Source: an optimization exercise on an open RTL-to-GDS flow (aim: small area, a short achievable clock period and few clock cycles). Production flows keep margins and buffers that such runs may drop.
Function not checked in this run: the RTL went through the layout flow alone.
No activity file was given, so power comes from the tool's default toggle rates.

## flow/design.v

```verilog
module anc_w334_to_gump (
    input  wire        clk,
    input  wire        rst,
    input  wire        in_valid,
    output wire        in_ready,
    input  wire [31:0] in_data,
    input  wire        in_two,
    input  wire        in_last,
    input  wire [12:0] in_loc,
    output wire        out_valid,
    input  wire        out_ready,
    output wire [31:0] out_data,
    output wire [1:0]  out_cnt
);
    localparam S  = 133;         
    localparam [7:0] SM1 = S - 1;
    localparam [7:0] TAP = S - 3;   
    reg  [15:0] ring [0:S-1];
    wire [15:0] rw = ring[S-1];      
    wire [15:0] rt = ring[TAP];      
    function [7:0] modinc(input [7:0] x);
        modinc = (x == SM1) ? 8'd0 : x + 8'd1;
    endfunction
    reg [12:0] q_loc0, q_loc1;
    reg [7:0]  qa1;
    reg [1:0]  q_cnt;
    reg [7:0]  hage;
    reg        patch;            
    reg        h_tap;            
    wire       patch0 = patch && (hage[7:3] == 5'd0);
    wire [15:0] ploc  = {3'b001, q_loc0};              
    reg  [7:0] p_r;                  
    reg        r_at;                 
    reg  [7:0] occ;                  
    reg        occ_z, occ_S;         
    reg  [1:0] rj;                   
    reg        r_start;              
    reg  [7:0] rleft;                
    reg        rpar;                 
    reg  [7:0] rsum;
    reg  [6:0] rline;
    reg  [16:0] oq0, oq1;
    reg        oq_w, oq_r;           
    reg  [1:0] oq_n;                 
    reg        ovalid;               
    reg  [16:0] ohead;
    wire r_pat   = rt[13];               
    wire r_ok    = !r_start || r_pat || h_tap;
    wire rd      = r_at && !occ_z && r_ok && (oq_n != 2'd2);
    wire r_fin   = (rj == 2'd3) && (rleft == 8'd1);
    wire [12:0] rloc = r_pat ? rt[12:0] : q_loc0;
    wire [7:0]  rsum_a = rsum + rt[7:0];
    wire [7:0]  rsum_b = rsum_a + rt[15:8];
    reg  [15:0] rdata;
    reg         rcnt;
    always @(*) begin
        rcnt  = 1'b1;
        case (rj)
            2'd0:    rdata = {2'b10, rloc[11], rloc[12], rloc[10:7], 8'hFF};
            2'd1:    rdata = {rt[15:8], 1'b0, rline};
            2'd2:    rdata = rt;
            default: begin
                if (!r_fin)
                    rdata = rt;
                else if (rpar)
                    rdata = {rsum_a, rt[7:0]};
                else begin
                    rdata = {8'h00, rsum};
                    rcnt  = 1'b0;
                end
            end
        endcase
    end
    wire       o_pop  = (oq_n != 2'd0) && out_ready;
    wire [1:0] o_left = oq_n - {1'b0, o_pop};          
    wire       o_rn   = oq_r ^ o_pop;
    reg        in_ready_r;           
    reg        cpp_r;                
    reg  [7:0] p_w;                  
    reg        w_at;                 
    reg  [8:0] wcount;               
    reg  [7:0] lo;                   
    reg        flushp;               
    reg  [8:0] rem;                  
    reg  [7:0] hcur;                 
    reg  [7:0] nsw;                  
    reg        rej_r;                
    reg        ibv;
    reg  [7:0] wa, wb;
    reg        in2, inl;
    reg [12:0] ib_loc;
    assign in_ready = in_ready_r;
    wire take = in_valid && (!ibv || cpp_r);            
    wire       has_lo  = wcount[0];
    wire       discard = (wcount >= 9'd262);
    wire       nsw_z   = (nsw == 8'd0);
    wire eq1  = (rem == 9'd1);
    wire eq2  = (rem == 9'd2);
    wire dc_k = (wcount >= 9'd6);
    wire w5   = (wcount == 9'd5);
    wire len_ok = dc_k ? (in2 ? eq2 : eq1) : (w5 && in2 && (wa == 8'd0));
    wire can_proc = !rej_r && !flushp && !(inl && q_cnt == 2'd2) &&
                    (discard || (w_at && !occ_S));
    wire consume = ibv && can_proc;
    wire [8:0] rem_m1 = rem - 9'd1;
    wire [8:0] rem_m2 = rem - 9'd2;
    wire end_pkt = consume && inl;
    wire reject  = end_pkt && (discard || !len_ok);
    wire accept  = end_pkt && !reject;
    wire bw       = has_lo || in2 || inl;               
    wire wr_beat  = consume && !discard && bw;
    wire wr_flush = flushp && !rej_r && w_at && !occ_S;
    wire wr       = wr_beat || wr_flush;
    wire [15:0] wslot = has_lo ? {wa, lo} : {wb, wa};
    wire        is_h  = (wcount[8:1] == 8'd0);          
    wire [15:0] wslot_m = {wslot[15:14], is_h ? 14'd0 : wslot[13:0]};
    always @(posedge clk)
        ring[0] <= wr_beat ? wslot_m : (rw | (patch0 ? ploc : 16'd0));
    genvar gi;
    generate
        for (gi = 1; gi < S; gi = gi + 1) begin : g_ring
            if (gi % 8 == 0) begin : g_patch
                wire sel = patch && (hage[7:3] == gi / 8);
                always @(posedge clk)
                    ring[gi] <= ring[gi-1] | (sel ? ploc : 16'd0);
            end else begin : g_plain
                always @(posedge clk)
                    ring[gi] <= ring[gi-1];
            end
        end
    endgenerate
    wire       pop   = patch;
    wire [7:0] hpos   = hcur;                          
    wire [7:0] occ_p1 = occ + 8'd1;
    wire [7:0] occ_m1 = occ - 8'd1;
    wire [7:0] occ_r  = occ - nsw;                     
    wire [7:0] occ_rm = occ_r - 8'd1;
    wire [7:0] occ_n  = rej_r ? (rd ? occ_rm : occ_r) :
                        (wr && !rd) ? occ_p1 :
                        (rd && !wr) ? occ_m1 : occ;
    wire flushp_n = (flushp && !wr_flush && !rej_r) || (accept && has_lo && in2);
    wire [7:0] nsw_n = (accept || rej_r) ? 8'd0 : wr_beat ? nsw + 8'd1 : nsw;
    wire realign  = occ_z && !wr && !rej_r && (nsw_n == 8'd0) && !flushp_n;
    wire [7:0] p_w_inc = (p_w == SM1) ? 8'd0 : p_w + 8'd1;
    wire [7:0] p_r_inc = (p_r == SM1) ? 8'd0 : p_r + 8'd1;
    wire [7:0] p_w_n   = realign ? SM1 : rej_r ? hpos : wr ? p_w : p_w_inc;
    wire [7:0] p_r_n   = realign ? SM1 : rd ? p_r : p_r_inc;
    wire [8:0] wc_p1 = wcount + 9'd1;
    wire [8:0] wc_p2 = wcount + 9'd2;
    wire [8:0] wcount_n = end_pkt ? 9'd0 :
                          (consume && !discard) ? (in2 ? wc_p2 : wc_p1) : wcount;
    wire [1:0] q_left  = q_cnt - {1'b0, pop};          
    wire [1:0] q_cnt_n = q_left + {1'b0, accept};
    wire [1:0] rj_n = rd ? (r_fin ? 2'd0 : (rj == 2'd3) ? rj : rj + 2'd1) : rj;
    wire [7:0] hage_inc = modinc(hage);
    wire [7:0] qa1_inc  = modinc(qa1);
    wire [7:0] hcur_inc = modinc(hcur);
    wire       from1    = pop && (q_cnt != 2'd1);
    wire       fromw    = !from1 && (q_left == 2'd0);
    wire [7:0] hage_n   = from1 ? qa1_inc : fromw ? hcur_inc : hage_inc;
    wire [7:0] qa1_n    = (accept && q_left == 2'd1) ? hcur_inc : qa1_inc;
    wire [7:0] hcur_n   = (wr_beat && nsw_z) ? 8'd1 : hcur_inc;
    wire       q_head_n = (q_cnt_n != 2'd0);
    wire occ_1      = (occ == 8'd1);
    wire occ_Sm1    = (occ == SM1);
    wire occ_z_n    = rej_r ? ((occ_r == 8'd0) || ((occ_r == 8'd1) && rd)) :
                      (occ_z && (wr == rd)) || (occ_1 && rd && !wr);
    wire occ_S_n    = !rej_r && ((occ_S && (wr == rd)) || (occ_Sm1 && wr && !rd));
    wire w_at_n     = (p_w_n == SM1);
    wire ibv_n      = take || (ibv && !consume);
    wire inl_n      = take ? in_last : inl;
    wire proc_pre_n = !reject && !flushp_n && !(inl_n && q_cnt_n == 2'd2);
    wire disc_n     = !end_pkt && (discard || (consume && ((wcount >= 9'd261) ||
                                                            (in2 && wcount == 9'd260))));
    wire full_p     = !rej_r && (occ_S || (occ_Sm1 && wr));
    wire can_proc_p = proc_pre_n && (disc_n || (w_at_n && !full_p));
    always @(posedge clk) begin
        if (rst) begin
            q_cnt      <= 2'd0;
            patch      <= 1'b0;
            h_tap      <= 1'b0;
            p_r        <= SM1;
            r_at       <= 1'b0;
            occ        <= 8'd0;
            occ_z      <= 1'b1;
            occ_S      <= 1'b0;
            rj         <= 2'd0;
            r_start    <= 1'b1;
            ovalid     <= 1'b0;
            oq_n       <= 2'd0;
            oq_w       <= 1'b0;
            oq_r       <= 1'b0;
            p_w        <= SM1;
            w_at       <= 1'b1;
            wcount     <= 9'd0;
            flushp     <= 1'b0;
            nsw        <= 8'd0;
            rej_r      <= 1'b0;
            ibv        <= 1'b0;
            in_ready_r <= 1'b1;
            cpp_r      <= 1'b1;
        end else begin
            q_cnt <= q_cnt_n;
            patch <= q_head_n && (hage_n[2:0] == 3'd0);
            h_tap <= q_head_n && (from1 ? (qa1 == TAP) : fromw ? (hcur == TAP) : (hage == TAP));
            oq_w   <= oq_w ^ rd;
            oq_r   <= o_rn;
            oq_n   <= o_left + {1'b0, rd};
            ovalid <= (o_left != 2'd0) || rd;
            rj      <= rj_n;
            r_start <= (rj_n == 2'd0);
            occ     <= occ_n;
            occ_z   <= occ_z_n;
            occ_S   <= occ_S_n;
            p_r     <= p_r_n;
            r_at    <= (p_r_n == TAP);
            wcount   <= wcount_n;
            nsw      <= nsw_n;
            flushp   <= flushp_n;
            rej_r    <= reject;
            p_w      <= p_w_n;
            w_at     <= w_at_n;
            ibv      <= ibv_n;
            in_ready_r <= !ibv_n || can_proc_p;
            cpp_r      <= can_proc_p;
        end
    end
    always @(posedge clk) begin
        if (pop)
            q_loc0 <= q_loc1;
        if (accept) begin
            if (q_left == 2'd0)
                q_loc0 <= ib_loc;
            else
                q_loc1 <= ib_loc;
        end
        qa1  <= qa1_n;
        hage <= hage_n;
        hcur <= hcur_n;
        if (rd && !oq_w)
            oq0 <= {rcnt, rdata};
        if (rd && oq_w)
            oq1 <= {rcnt, rdata};
        ohead <= (o_left == 2'd0) ? {rcnt, rdata} : (o_rn ? oq1 : oq0);
        if (rd) begin
            case (rj)
                2'd0: rline <= rloc[6:0];
                2'd1: rsum  <= rt[15:8];
                2'd2: begin
                    rsum  <= rsum_b;
                    rleft <= {1'b0, rt[15:9]} + 8'd1;    
                    rpar  <= rt[8];
                end
                default: rsum <= rsum_b;
            endcase
        end
        if (rd && rj == 2'd3)
            rleft <= rleft - 8'd1;
        if (consume)
            lo <= has_lo ? wb : wa;
        if (consume) begin
            if (w5)
                rem <= in2 ? {1'b0, wa} : {1'b0, wa} + 9'd1;
            else if (in2 && (wcount == 9'd4))
                rem <= {1'b0, wb} + 9'd1;
            else
                rem <= in2 ? rem_m2 : rem_m1;
        end
    end
    always @(posedge clk) begin
        if (!ibv || consume) begin
            wa     <= in_data[7:0];
            wb     <= in_data[23:16];
            in2    <= in_two;
            inl    <= in_last;
            ib_loc <= in_loc;
        end
    end
    assign out_valid = ovalid;
    assign out_data  = {16'b0, ohead[15:0]};
    assign out_cnt   = {1'b0, ohead[16]};
endmodule
```

## flow/flow/run.sh

```bash
#!/bin/bash
set -euo pipefail
export SETUP_SLACK_MARGIN=7.2
export BUFFER_PORTS_ARGS="-buffer_cell sky130_fd_sc_hd__buf_4"
bash standard.sh > standard.log 2>&1
```

## flow/standard.sh

```bash
#!/bin/bash
# synth_recipe.tcl (not shown) runs the flow's synth.tcl, then flattens the netlist and writes it again
# the make line also repeats each setting of config.mk as NAME=value (left out here)
make -C /OpenROAD-flow-scripts/flow DESIGN_CONFIG=/design/flow/config.mk WORK_HOME=/design/flow/orfs CLKGATE_MAP_FILE= SYNTH_SCRIPT=/design/flow/synth_recipe.tcl "${@:-finish}"
```

## flow/config.mk

```make
export PLATFORM = sky130hd
export DESIGN_NAME = anc_w334_to_gump
export DESIGN_NICKNAME = anc_w334_to_gump
export VERILOG_FILES = /design/flow/design.v
export SDC_FILE = /design/flow/constraint.sdc
export NUM_CORES = 4
export LEC_CHECK = 0
export ABC_CLOCK_PERIOD_IN_PS = 3000
export CAP_MARGIN = 20
export CORE_MARGIN = 2
export CORE_UTILIZATION = 60
export CTS_CLUSTER_DIAMETER = 100
export CTS_CLUSTER_SIZE = 26
export SLEW_MARGIN = 20
```

## flow/constraint.sdc

```tcl
create_clock -name core_clock -period 10.0 [get_ports {clk}]
set_input_delay 2.0000 -clock core_clock [delete_from_list [all_inputs] [get_ports {clk}]]
set_output_delay 2.0000 -clock core_clock [all_outputs]
set_load 0.01 [all_outputs]
```

==> flow_metrics.env <==
export IMPL_status="complete, no violations"
export IMPL_swShare_pct=21.8
export IMPL_port_buffers=53
export IMPL_path_class="register to primary output"
export IMPL_synthFlopType="dfxtp_1"
export IMPL_hp_class="register to register"
export IMPL_ant_nets=0
export IMPL_dieWidth_um=314
export IMPL_final_nets=4046
export IMPL_gp_congestion=0.814
export IMPL_grt_pass1_wl_um=146000
export IMPL_p_sw_mw=3.32
export IMPL_critPathTopFamily="flip-flops"
export IMPL_layout_common_cells="2210 x dfxtp_1, 212 x a21o_1, 125 x nor2_1"
export IMPL_start_kind="register"
export IMPL_crit_required_ns=8.00
export IMPL_combPwrFrac_pct=5.5
export IMPL_synth_enable_flop_cells=119
export IMPL_synthCells=3797
export IMPL_viasPerCell=4.95
export IMPL_tns_ns=0
export IMPL_crit_arrival_ns=1.16
export IMPL_yosysWarnings=2
export IMPL_dr_pass1_iters=6
export IMPL_cts_buffers=101
export IMPL_cts_buffer_depth=3
export IMPL_wl_per_cell_um=17.8
export IMPL_clock_sinks=2363
export IMPL_synth_largest_area_cell="dfxtp_1"
export IMPL_grt_overflow=0
export IMPL_p_int_mw=11.9
export IMPL_die_area_um2=98600
export IMPL_cts_clk_slew_worst_paths_ns=0.11
export IMPL_clockPowerShare_pct=29.9
export IMPL_seq_area_frac_synth_pct=84.1
export IMPL_synthArstFlopShare_pct=0
export IMPL_htree_levels=3
export IMPL_grt_pass1_vias=26300
export IMPL_synthToLayoutAreaGrowth_pct=9.96
export IMPL_ys_ff_latch=2363
export IMPL_die_h_um=314
export IMPL_max_slew_margin_pct=24.0
export IMPL_num_vias=25800
export IMPL_fin_crit_ns=3.16
export IMPL_drv_cap=0
export IMPL_grt_max_degree=38
export IMPL_peakVddDrop_uv=237
export IMPL_crit_fanout=1
export IMPL_end_kind="primary output"
export IMPL_core_um2=95200
export IMPL_rsz0062_at_grt="true"
export IMPL_fmax_mhz=316
export IMPL_n_fill_cell=6537
export IMPL_drt_iter0_drc=1609
export IMPL_hold_slack_ns=0.321
export IMPL_crit_chain="buf_6"
export IMPL_min_path_cells=0
export IMPL_clk_latency_ns=0.70
export IMPL_layout_commonest_cell="dfxtp_1"
export IMPL_drive_above_1_share_pct=10.7
export IMPL_rows=113
export IMPL_pwr_share_seq_pct=64.6
export IMPL_drv_slew=0
export IMPL_fin_crit_sh_pct=31.6
export IMPL_critPathBufInv=1
export IMPL_synth_cell_area_um2=57700
export IMPL_yosys_cell_types_count=78
export IMPL_grt_usage_pct=18.8
export IMPL_drc=0
export IMPL_cts_tree="built"
export IMPL_num_antenna_cells=0
export IMPL_antenna_found_initial=5
export IMPL_cp_slowest_stage_delay_ns=0.34
export IMPL_clockRootBuffer="clkbuf_16"
export IMPL_hold_violations=0
export IMPL_dpl_cell_area_um2=59600
export IMPL_avgSynthCellArea_um2=15.2
export IMPL_finalWorstSetupSlack_ns=6.84
export IMPL_tightest_slew_ns=1.14
export IMPL_hpwlAfterDp_um=54700
export IMPL_initial_core_util_pct=60.6
export IMPL_reg2regPathDepth=8
export IMPL_post_route_util_pct=66.7
export IMPL_finalSetupViolCount=0
export IMPL_synth_area_leaders="dfxtp_1 78%, edfxtp_1 6.2%, a21o_1 2.8%, ha_1 1.4%, mux2i_1 1.1%"
export IMPL_finClkSkew_ns=0.0247
export IMPL_synth_top_area_share_pct=77.9
export IMPL_fin_area_um2=63400
export IMPL_worst_path_stages=1
export IMPL_p_per_area_nw_per_um2=241
export IMPL_critPathSlowestCell="dfxtp_2"
export IMPL_drt_total_wl_um=92600
export IMPL_p_leak_nw=26.6
export IMPL_place_ws_ns=5.89
export IMPL_io_pin_count=87
routing by layer:
layer | part of all wire, % | global-route usage (%)
met3 | 4.2 | 3.28
met4 | 3.0 | 6.24
met2 | 44 | 29.4
met5 | 0 | 0
met1 | 49 | 26.9
cell usage after synthesis, types with 9 or more instances:
cell type	number
and3_1	22
a21oi_1	102
buf_4	18
a31oi_1	10
mux2i_1	66
or2_2	22
nand4_1	17
xnor2_1	56
nor2b_1	15
nor3_1	33
o21ai_0	68
ha_1	66
dfxtp_1	2244
mux2_2	13
o211ai_1	17
nand3_1	41
nor4_1	14
or3_1	9
and2_1	9
nor2_1	145
edfxtp_1	119
xor2_1	40
nand2b_1	13
a211oi_1	11
o22ai_1	22
clkbuf_1	85
a21o_1	213
inv_1	60
nand2_1	120
buf_1	13
sequential cells by signal, indices dropped and copies added, names as in the netlist, 9 cells and up:
register,flops
rem,9
ring,2128
oq0,17
ohead,17
ib_loc,13
wcount,9
q_loc1,13
oq1,17
q_loc0,13
worst paths after layout:
path / endpoint / startpoint / slack, ns
max: out_data[2] / ohead[2]$_DFF_P_ / 6.84
min: ring[57][1]$_DFF_P_ / ring[56][1]$_DFF_P_ / 0.32
max reg2reg: p_w[7]$_SDFF_PP1_ / wcount[6]$_SDFFE_PP0P_ / 6.99
min reg2reg: ring[57][1]$_DFF_P_ / ring[56][1]$_DFF_P_ / 0.32
metrics by stage:
step                      cells  power, mW
after floorplan            3813       10.5
after global placement     5039       10.8
after detailed placement   5039       10.8
after CTS                  5203       15.4
after global routing       5216       15.8
final                      5216       15.3
power by group through the flow:
| stage | Sequential (mW) | Combinational [mW] | Clock, mW |
|---|---|---|---|
| global route | 9.89 | 0.927 | 5.00 |
| CTS | 9.87 | 0.816 | 4.68 |
| global placement | 10.1 | 0.751 | 0 |
| detailed placement | 10.1 | 0.761 | 0 |
| finish | 9.86 | 0.842 | 4.56 |
| floorplan | 9.98 | 0.555 | 0 |
what timing repair did:
action,CTS,global route
hold buffers,0,0
gates cloned,3,1
gates resized for setup,111,50
pin swaps,33,20
buffers inserted,33,11
setup endpoints to repair,291,133
cell families after synthesis:
logic type / count (synthesis) / share of synthesized area (%)
mux: 79 / 1.40
fa+ha+maj: 69 / 1.54
buf+inv: 182 / 1.31
simple gates: 502 / 4.32
compound gates: 505 / 5.89
xor+xnor: 96 / 1.46
flops: 2363 / 84.1
other cells: 1 / 0.00650
cell type report:
| cell class | count | area, µm² | area share [%] |
|---|---|---|---|
| clock buffers | 122 | 2660 | 4.19 |
| clock inverters | 6 | 124 | 0.195 |
| inverters | 62 | 245 | 0.387 |
| multi-input cells | 1269 | 9120 | 14.4 |
| flip-flops and latches | 2363 | 48500 | 76.5 |
| well taps | 1265 | 1580 | 2.50 |
| repair buffers | 128 | 1140 | 1.81 |
| repair inverters | 1 | 5.00 | 0.00789 |

[port drivers added, routing unchanged]
How much do the figures lean on ideal ports? The routed layout below was timed once more, with nothing changed but the port constraints.
Step 1 assumes that a clkbuf_16 drives the clock port and a buf_2 every other input.
Step 2 also shifts input and output timing later by t, the mid clock arrival at the registers, as if the neighbouring blocks saw the same clock.
a / b / c = ideal ports / drivers / drivers and shift; a / b = the first two.
t (ns): 0.752
setup WS [ns]: 6.840 / 6.777 / 6.684
clock arrival spread, ns: 0.029 / 0.030
worst data-port slew with drivers (ns): 0.05
After both steps setup and hold are still met in this run. For this run, drivers alone change the setup slack by -0.063 ns; drivers and shift together by -0.156 ns.
